What follows belongs to an exercise in optimizing a design on an open flow for small area, a short achievable clock period and few clock cycles; a production flow would make more cautious choices. Function was checked by simulation only, so behaviour that the tests miss may differ from the original. No activity file was given, so power comes from the tool's default toggle rates.

==> inputs of run a <==
## twb_flash_engine
module twb_flash_engine (
    input  wire        clk,
    input  wire        rst,
    input  wire        cmd_valid,
    output wire        cmd_ready,
    input  wire        cmd_verify,       
    input  wire [15:0] cmd_length,       
    input  wire [15:0] cmd_start_page,
    input  wire [7:0]  cmd_page_size,    
    input  wire        buf_valid,
    output wire        buf_ready,
    input  wire [7:0]  buf_data,
    output wire        tx_valid,
    input  wire        tx_ready,
    output wire [7:0]  tx_data,
    output wire        tx_last,
    input  wire        ack_valid,
    output wire        ack_ready,
    input  wire        ack_ok,
    input  wire        rx_valid,
    output wire        rx_ready,
    input  wire [7:0]  rx_data,
    output reg         rsp_valid,
    output reg  [2:0]  rsp_status,
    output wire [15:0] rsp_page
);
export LEC_CHECK = 0
export CAP_MARGIN = 20
export CORE_MARGIN = 2
export CORE_UTILIZATION = 40
export SLEW_MARGIN = 20
create_clock -name core_clock -period 11.0 [get_ports {clk}]
standard.sh (not shown) runs the stock make flow with config.mk's settings and CLKGATE_MAP_FILE= SYNTH_SCRIPT=/design/flow/synth_recipe.tcl, a recipe that flattens the netlist after the stock synthesis.
==> flow/flow/run.sh <==
#!/bin/bash
# Standard ORFS layout with small port buffers and a lighter clock tree.
set -euo pipefail
export BUFFER_PORTS_ARGS="-buffer_cell sky130_fd_sc_hd__buf_1"
export CTS_ARGS="-sink_clustering_enable -repair_clock_nets -dont_use_dummy_load -buf_list {sky130_fd_sc_hd__clkbuf_4 sky130_fd_sc_hd__clkbuf_8} -sink_clustering_size 24 -sink_clustering_max_diameter 80"
export SETUP_SLACK_MARGIN=7.2
bash standard.sh > standard.log 2>&1
==> run b: changes against run a <==
--- a/flow/design.v
+++ b/flow/design.v
@@ -17,44 +17,47 @@
     input  wire        ack_valid,
     output wire        ack_ready,
     input  wire        ack_ok,
     input  wire        rx_valid,
     output wire        rx_ready,
     input  wire [7:0]  rx_data,
     output reg         rsp_valid,
-    output reg  [2:0]  rsp_status,
+    output wire [2:0]  rsp_status,
     output wire [15:0] rsp_page
 );
     reg        st_idle, st_hdr, st_data, st_ack, st_read, st_fin;
     reg        verify;
     reg [7:0]  ps;
     reg [15:0] rem;          
     reg [7:0]  cnt;          
     reg [15:0] idx;          
     reg [15:0] addr;         
     reg [15:0] crc;          
     reg        mul;
+    reg        nmul;         
     reg [7:0]  o_data;
     reg        o_valid, o_last;
     reg [7:0]  s_data;
     reg        s_valid;
     reg        tx_valid_q, buf_ready_q, rx_ready_q;
     wire [3:0] step  = crc[3:0];
     wire [1:0] h     = crc[5:4];
     wire       acarry = crc[8];
     reg        busy;         
-    assign cmd_ready = ~busy;
+    assign cmd_ready = st_idle;
+    wire       idle = ~busy;
     assign ack_ready = st_ack;
     assign tx_valid  = tx_valid_q;
     assign tx_data   = o_data;
     assign tx_last   = o_last;
     assign buf_ready = buf_ready_q;
     assign rx_ready  = rx_ready_q;
     assign rsp_page  = idx;
-    wire cmd_fire = st_idle & cmd_valid;
+    assign rsp_status = crc[2:0];
+    wire cmd_fire = idle & cmd_valid;
     wire tx_fire  = tx_valid_q & tx_ready;
     wire rx_fire  = rx_ready_q & rx_valid;
     wire buf_fire = buf_ready_q & buf_valid;
     wire ack_fire = st_ack & ack_valid;
     wire hdr_fire = st_hdr & tx_fire;
     wire lo_fire  = hdr_fire & (h == 2'd3);
     wire consume  = (st_data & tx_fire) | rx_fire;
@@ -71,35 +74,35 @@
     wire       crc_z  = (crc == 16'h0000);
     wire cnt_nz    = |cnt;
     wire in_page   = st_data | st_read | st_ack | (st_hdr & (h == 2'd3));
     wire ev        = consume | lo_fire;
     wire src_avail = s_valid | buf_valid | ~rem_nz;
     wire load      = in_page & cnt_nz & (ev | ~o_valid) & src_avail;
     wire [7:0] src = s_valid ? s_data : (rem_nz ? buf_data : 8'hFF);
-    wire [7:0] add_a = mul ? cnt : addr[7:0];
-    wire [7:0] add_b = (mul & ~addr[0]) ? 8'h00 : ps;
+    wire [7:0] add_a = nmul ? addr[7:0] : cnt;
+    wire [7:0] add_b = (~nmul & ~addr[0]) ? 8'h00 : ps;
     wire [8:0] sum   = add_a + add_b;
     wire [7:0] hi_src = mul ? {cnt[0] ^ (addr[0] & ps[0]), addr[15:9]} : addr[15:8];
     wire adv_lo = hdr_fire & (h == 2'd2);
     wire adv_hi = st_hdr & (h == 2'd3) & acarry;
     wire adv    = adv_f | (ok_w & more);
     wire ok_w   = ack_fire & ack_ok & ~verify;
     wire adv_f  = st_fin & crc_z & more;
     wire ok_end = (ok_w & ~more) | (st_fin & crc_z & ~more) | abort;
     wire tr_end = ack_fire & ~ack_ok;
     wire ps_z   = (ps == 8'd0);
-    wire abort  = st_hdr & mul & (step == 4'd0) & (ps_z | ~rem_nz);
+    wire abort  = st_hdr & mul & (step == 4'd1) & (ps_z | ~rem_nz);
     reg        n_idle, n_hdr, n_data, n_ack, n_read, n_fin;
     reg        n_mul;
     reg [7:0]  n_o;
     reg        n_ov, n_ol;
     reg        n_sv;
     reg [15:0] n_crc;
     always @(*) begin
-        n_idle = st_idle | (st_fin & ~adv_f); n_hdr = st_hdr | adv_f; n_data = st_data; n_ack = st_ack;
+        n_idle = idle | (st_fin & ~adv_f); n_hdr = st_hdr | adv_f; n_data = st_data; n_ack = st_ack;
         n_read = st_read; n_fin = 1'b0;
         if (cmd_fire) begin
             n_idle = 1'b0; n_hdr = 1'b1;
         end
         if (abort) begin
             n_idle = 1'b1; n_hdr = 1'b0;
         end
@@ -116,15 +119,15 @@
             n_idle = ~ack_ok | (~verify & ~more);
         end
         if (end_v) begin
             n_read = 1'b0;
             n_fin  = 1'b1;
         end
         n_mul = cmd_fire | (mul & (step != 4'd15) & ~abort);
-        if (st_idle) begin
+        if (idle) begin
             n_o = 8'h02; n_ov = 1'b1; n_ol = 1'b0;
         end else if (st_hdr & (h != 2'd3)) begin
             n_ov = 1'b1;
             case (h)
                 2'd0:    begin n_o = 8'h01;    n_ol = 1'b0; end
                 2'd1:    begin n_o = hi_src;   n_ol = 1'b0; end
                 default: begin n_o = addr[7:0]; n_ol = verify; end
@@ -137,84 +140,90 @@
             n_ov = ~cnt_nz | src_avail;
             n_ol = cnt_nz & (cnt == 8'd1);
         end else begin
             n_o  = o_valid ? o_data : src;
             n_ov = o_valid | src_avail;
             n_ol = o_valid ? o_last : (cnt == 8'd1);
         end
-        n_sv = st_idle ? 1'b0 : (s_valid ? ~load : (buf_fire & ~load));
-        n_crc = 16'd0;
+        n_sv = idle ? 1'b0 : (s_valid ? ~load : (buf_fire & ~load));
+        n_crc = {13'd0, st_fin & ~crc_z, 1'b0, (st_fin & ~crc_z) | tr_end | cmd_fire};
         if (st_read)
             n_crc = rx_fire ? crc_upd : crc;
+        else if (abort)
+            n_crc = {14'd0, ps_z, ps_z};
         else if (st_hdr & ~lo_fire)
             n_crc = {crc[15:9], adv_lo & sum[8], crc[7:6], h + {1'b0, tx_fire},
                      step + {3'd0, mul}};
     end
     reg [15:0] rem_bz, idx_c;
     integer bi;
     always @(*) begin
         for (bi = 0; bi < 16; bi = bi + 1) begin
             rem_bz[bi] = ~|(rem & ((16'd1 << bi) - 16'd1));
             idx_c[bi]  = &(idx | ~((16'd1 << bi) - 16'd1));
         end
     end
     wire [15:0] rem_dec = rem ^ rem_bz;
     wire [15:0] idx_inc = idx ^ idx_c;
+    wire hdr_go  = ~mul | ((step >= 4'd13) & ~abort);    
+    wire tv_fire = st_hdr ? ((h == 2'd3) ? ~verify & src_avail : hdr_go)
+                          : (~o_last & src_avail);
+    wire tv_hold = st_hdr ? ((h == 2'd3) | hdr_go)
+                 : st_data ? (o_valid | src_avail)
+                 : (ok_w & more) | adv_f;
     wire n_rem_nz = cmd_fire ? 1'b0 : (buf_fire ? (rem != 16'd1) : rem_nz);
     always @(posedge clk) begin
         if (rst) begin
             st_idle     <= 1'b1;
             busy        <= 1'b0;
             st_hdr      <= 1'b0;
             st_data     <= 1'b0;
             st_ack      <= 1'b0;
             st_read     <= 1'b0;
             st_fin      <= 1'b0;
             mul         <= 1'b0;
+            nmul        <= 1'b1;
             tx_valid_q  <= 1'b0;
             buf_ready_q <= 1'b0;
             rx_ready_q  <= 1'b0;
             rsp_valid   <= 1'b0;
         end else begin
             st_idle     <= n_idle;
             busy        <= ~n_idle;
             st_hdr      <= n_hdr;
             st_data     <= n_data;
             st_ack      <= n_ack;
             st_read     <= n_read;
             st_fin      <= n_fin;
             mul         <= n_mul;
-            tx_valid_q  <= (n_hdr & (~n_mul | (n_crc[3:0] >= 4'd14))) | (n_data & n_ov);
+            nmul        <= ~n_mul;
+            tx_valid_q  <= tx_fire ? tv_fire : tv_hold;
             buf_ready_q <= ~n_idle & ~n_sv & n_rem_nz;
             rx_ready_q  <= n_read & n_ov;
             rsp_valid   <= abort | (ok_w & ~more) | tr_end | (st_fin & ~adv_f);
         end
         o_data  <= n_o;
         o_valid <= n_ov;
         o_last  <= n_ol;
         s_valid <= n_sv;
         crc     <= n_crc;
-        if (cmd_fire)      addr <= cmd_start_page;
+        if (cmd_fire)      addr <= {cmd_start_page[0] & cmd_page_size[0], cmd_start_page[15:1]};
         else if (mul)      addr <= {sum[0], addr[15:1]};
         else if (adv_lo)   addr[7:0] <= sum[7:0];
         else if (adv_hi)   addr[15:8] <= addr[15:8] + 8'd1;
         if (cmd_fire)       rem <= cmd_length;
         else if (buf_fire)  rem <= rem_dec;
         if (cmd_fire) begin
             verify <= cmd_verify;
             ps     <= cmd_page_size;
         end
-        if (cmd_fire)        cnt <= 8'd0;
+        if (cmd_fire)        cnt <= cmd_start_page[0] ? {1'b0, cmd_page_size[7:1]} : 8'd0;
         else if (mul)        cnt <= sum[8:1];
         else if (st_hdr)     cnt <= (lo_fire & load) ? cnt - 8'd1 : ps;
         else if (load)       cnt <= cnt - 8'd1;
-        if (buf_fire & ~(load & ~s_valid))
+        if (~s_valid)        
             s_data <= buf_data;
         if (cmd_fire)     idx <= cmd_start_page;
         else if (adv)     idx <= idx_inc;
         else if (ok_end)  idx <= 16'd0;
-        if (abort)       rsp_status <= ps_z ? 3'd3 : 3'd0;
-        else if (tr_end) rsp_status <= 3'd1;
-        else if (st_fin) rsp_status <= crc_z ? 3'd0 : 3'd5;   
-        else if (ok_w)   rsp_status <= 3'd0;
     end
 endmodule
==> flow/flow/run.sh (replaced) <==
#!/bin/bash
# Standard ORFS layout with small port buffers and a lighter clock tree.
set -euo pipefail
export BUFFER_PORTS_ARGS="-buffer_cell sky130_fd_sc_hd__buf_1"
export CTS_ARGS="-sink_clustering_enable -repair_clock_nets -dont_use_dummy_load -buf_list {sky130_fd_sc_hd__clkbuf_4 sky130_fd_sc_hd__clkbuf_8} -sink_clustering_size 24 -sink_clustering_max_diameter 80"
export SETUP_SLACK_MARGIN=7.6
bash standard.sh > standard.log 2>&1
==> run c: changes against run a <==
--- a/flow/design.v
+++ b/flow/design.v
@@ -29,14 +29,15 @@
     reg [7:0]  ps;
     reg [15:0] rem;          
     reg [7:0]  cnt;          
     reg [15:0] idx;          
     reg [15:0] addr;         
     reg [15:0] crc;          
     reg        mul;
+    reg        nmul;         
     reg [7:0]  o_data;
     reg        o_valid, o_last;
     reg [7:0]  s_data;
     reg        s_valid;
     reg        tx_valid_q, buf_ready_q, rx_ready_q;
     wire [3:0] step  = crc[3:0];
     wire [1:0] h     = crc[5:4];
@@ -71,16 +72,16 @@
     wire       crc_z  = (crc == 16'h0000);
     wire cnt_nz    = |cnt;
     wire in_page   = st_data | st_read | st_ack | (st_hdr & (h == 2'd3));
     wire ev        = consume | lo_fire;
     wire src_avail = s_valid | buf_valid | ~rem_nz;
     wire load      = in_page & cnt_nz & (ev | ~o_valid) & src_avail;
     wire [7:0] src = s_valid ? s_data : (rem_nz ? buf_data : 8'hFF);
-    wire [7:0] add_a = mul ? cnt : addr[7:0];
-    wire [7:0] add_b = (mul & ~addr[0]) ? 8'h00 : ps;
+    wire [7:0] add_a = nmul ? addr[7:0] : cnt;
+    wire [7:0] add_b = (~nmul & ~addr[0]) ? 8'h00 : ps;
     wire [8:0] sum   = add_a + add_b;
     wire [7:0] hi_src = mul ? {cnt[0] ^ (addr[0] & ps[0]), addr[15:9]} : addr[15:8];
     wire adv_lo = hdr_fire & (h == 2'd2);
     wire adv_hi = st_hdr & (h == 2'd3) & acarry;
     wire adv    = adv_f | (ok_w & more);
     wire ok_w   = ack_fire & ack_ok & ~verify;
     wire adv_f  = st_fin & crc_z & more;
@@ -166,27 +167,29 @@
             busy        <= 1'b0;
             st_hdr      <= 1'b0;
             st_data     <= 1'b0;
             st_ack      <= 1'b0;
             st_read     <= 1'b0;
             st_fin      <= 1'b0;
             mul         <= 1'b0;
+            nmul        <= 1'b1;
             tx_valid_q  <= 1'b0;
             buf_ready_q <= 1'b0;
             rx_ready_q  <= 1'b0;
             rsp_valid   <= 1'b0;
         end else begin
             st_idle     <= n_idle;
             busy        <= ~n_idle;
             st_hdr      <= n_hdr;
             st_data     <= n_data;
             st_ack      <= n_ack;
             st_read     <= n_read;
             st_fin      <= n_fin;
             mul         <= n_mul;
+            nmul        <= ~n_mul;
             tx_valid_q  <= (n_hdr & (~n_mul | (n_crc[3:0] >= 4'd14))) | (n_data & n_ov);
             buf_ready_q <= ~n_idle & ~n_sv & n_rem_nz;
             rx_ready_q  <= n_read & n_ov;
             rsp_valid   <= abort | (ok_w & ~more) | tr_end | (st_fin & ~adv_f);
         end
         o_data  <= n_o;
         o_valid <= n_ov;
@@ -203,15 +206,15 @@
             verify <= cmd_verify;
             ps     <= cmd_page_size;
         end
         if (cmd_fire)        cnt <= 8'd0;
         else if (mul)        cnt <= sum[8:1];
         else if (st_hdr)     cnt <= (lo_fire & load) ? cnt - 8'd1 : ps;
         else if (load)       cnt <= cnt - 8'd1;
-        if (buf_fire & ~(load & ~s_valid))
+        if (~s_valid)        
             s_data <= buf_data;
         if (cmd_fire)     idx <= cmd_start_page;
         else if (adv)     idx <= idx_inc;
         else if (ok_end)  idx <= 16'd0;
         if (abort)       rsp_status <= ps_z ? 3'd3 : 3'd0;
         else if (tr_end) rsp_status <= 3'd1;
         else if (st_fin) rsp_status <= crc_z ? 3'd0 : 3'd5;   
==> flow/flow/run.sh (replaced) <==
#!/bin/bash
# Standard ORFS layout with small port buffers and a lighter clock tree.
set -euo pipefail
export BUFFER_PORTS_ARGS="-buffer_cell sky130_fd_sc_hd__buf_1"
export CTS_ARGS="-sink_clustering_enable -repair_clock_nets -dont_use_dummy_load -buf_list {sky130_fd_sc_hd__clkbuf_4 sky130_fd_sc_hd__clkbuf_8} -sink_clustering_size 24 -sink_clustering_max_diameter 80"
export SETUP_SLACK_MARGIN=7.4
bash standard.sh > standard.log 2>&1
==> comparison table <==
quantity                                                              run c                 run b                   run a
Post-CTS Resized                                                         10                    16                       2
Non-clock buffer area fraction after layout                           5.17%                 6.50%                   5.28%
Outcome                                            timing/DRC/antenna clean  timing/DRC/antenna clean  timing/DRC/antenna clean
Final wirelength                                                   18200 um              18700 um                18500 um
Avg Synthesized Cell Area                                         9.50 um^2             9.59 um^2               9.48 um^2
Sw Share                                                              32.2%                 31.6%                   32.0%
Post-synth EDFFs                                                         80                    89                      80
Signal arrival time at the worst endpoint                           3820 ps               3600 ps                 3800 ps
Area of the mapped netlist                                        7040 um^2             7000 um^2               7010 um^2
CTS clk-pin slew, worst paths                                         50 ps                 70 ps                   70 ps
Final worst slack                                                   7500 ps               7610 ps                 7270 ps
Routed via count                                                       5806                  5783                    5815
P_clk                                                                284 uW                284 uW                  289 uW
Count of nets after finishing                                           919                   915                     917
Slew at the pin closest to its max-slew limit                        930 ps                907 ps                  927 ps
Leak                                                                2.87 nW               2.95 nW                 2.76 nW
Initial core utilization                                              40.9%                 40.6%                   40.7%
Proportion of layout cells with a drive suffix above 1                8.34%                 12.2%                   6.55%
Min-delay src                                           cnt[6]$_SDFFE_PP0P_  st_data$_SDFFE_PP0P_  o_data[5]$_SDFFE_PP0P_
Multi-input gate share of the layout cell area                        47.8%                 47.0%                   47.4%
Number of sequential cells                                              116                   113                     115
Min Tclk post-route                                                 3500 ps               3390 ps                 3730 ps
Testbench counts of run a, summed over its fixed seeds: cycles 62,558.
Testbench counts of run b, summed over its fixed seeds: cycles 62,430.
Testbench counts of run c, summed over its fixed seeds: cycles 62,558.

## port drivers added, routing unchanged
The results above use ideal ports. As a check the final layouts listed here were re-extracted and re-timed, cells and wires unchanged.
Step 1 (the two cells are an assumption about what drives the block):
set clk [get_ports {clk}]
set_driving_cell -lib_cell sky130_fd_sc_hd__clkbuf_16 $clk
set_driving_cell -lib_cell sky130_fd_sc_hd__buf_2 [delete_from_list [all_inputs] $clk]
Step 2, shift: input delay + t, output delay - t, t = (earliest + latest rising clock arrival at the registers) / 2. This alone moves slack from input paths to output paths.
Slacks: no drivers / after step 1 / after step 2; pairs: no drivers / after step 1.
| run | t, ns | setup WS [ns] | hold slack, ns | worst setup path after step 2 | clock arrival spread, ns |
|---|---|---|---|---|---|
| run a | 0.468 | 7.267 / 7.280 / 6.812 | 0.547 / 0.547 / 0.547 | input to register | 0.030 / 0.029 |
| run b | 0.475 | 7.608 / 7.611 / 7.136 | 0.542 / 0.542 / 0.542 | input to register | 0.022 / 0.022 |
| run c | 0.474 | 7.503 / 7.520 / 7.046 | 0.538 / 0.538 / 0.538 | input to register | 0.034 / 0.034 |
After both steps setup and hold are still met in every run listed. The setup slack of run b, which loses most, moves by +0.003 ns with the drivers and by -0.472 ns with both steps.
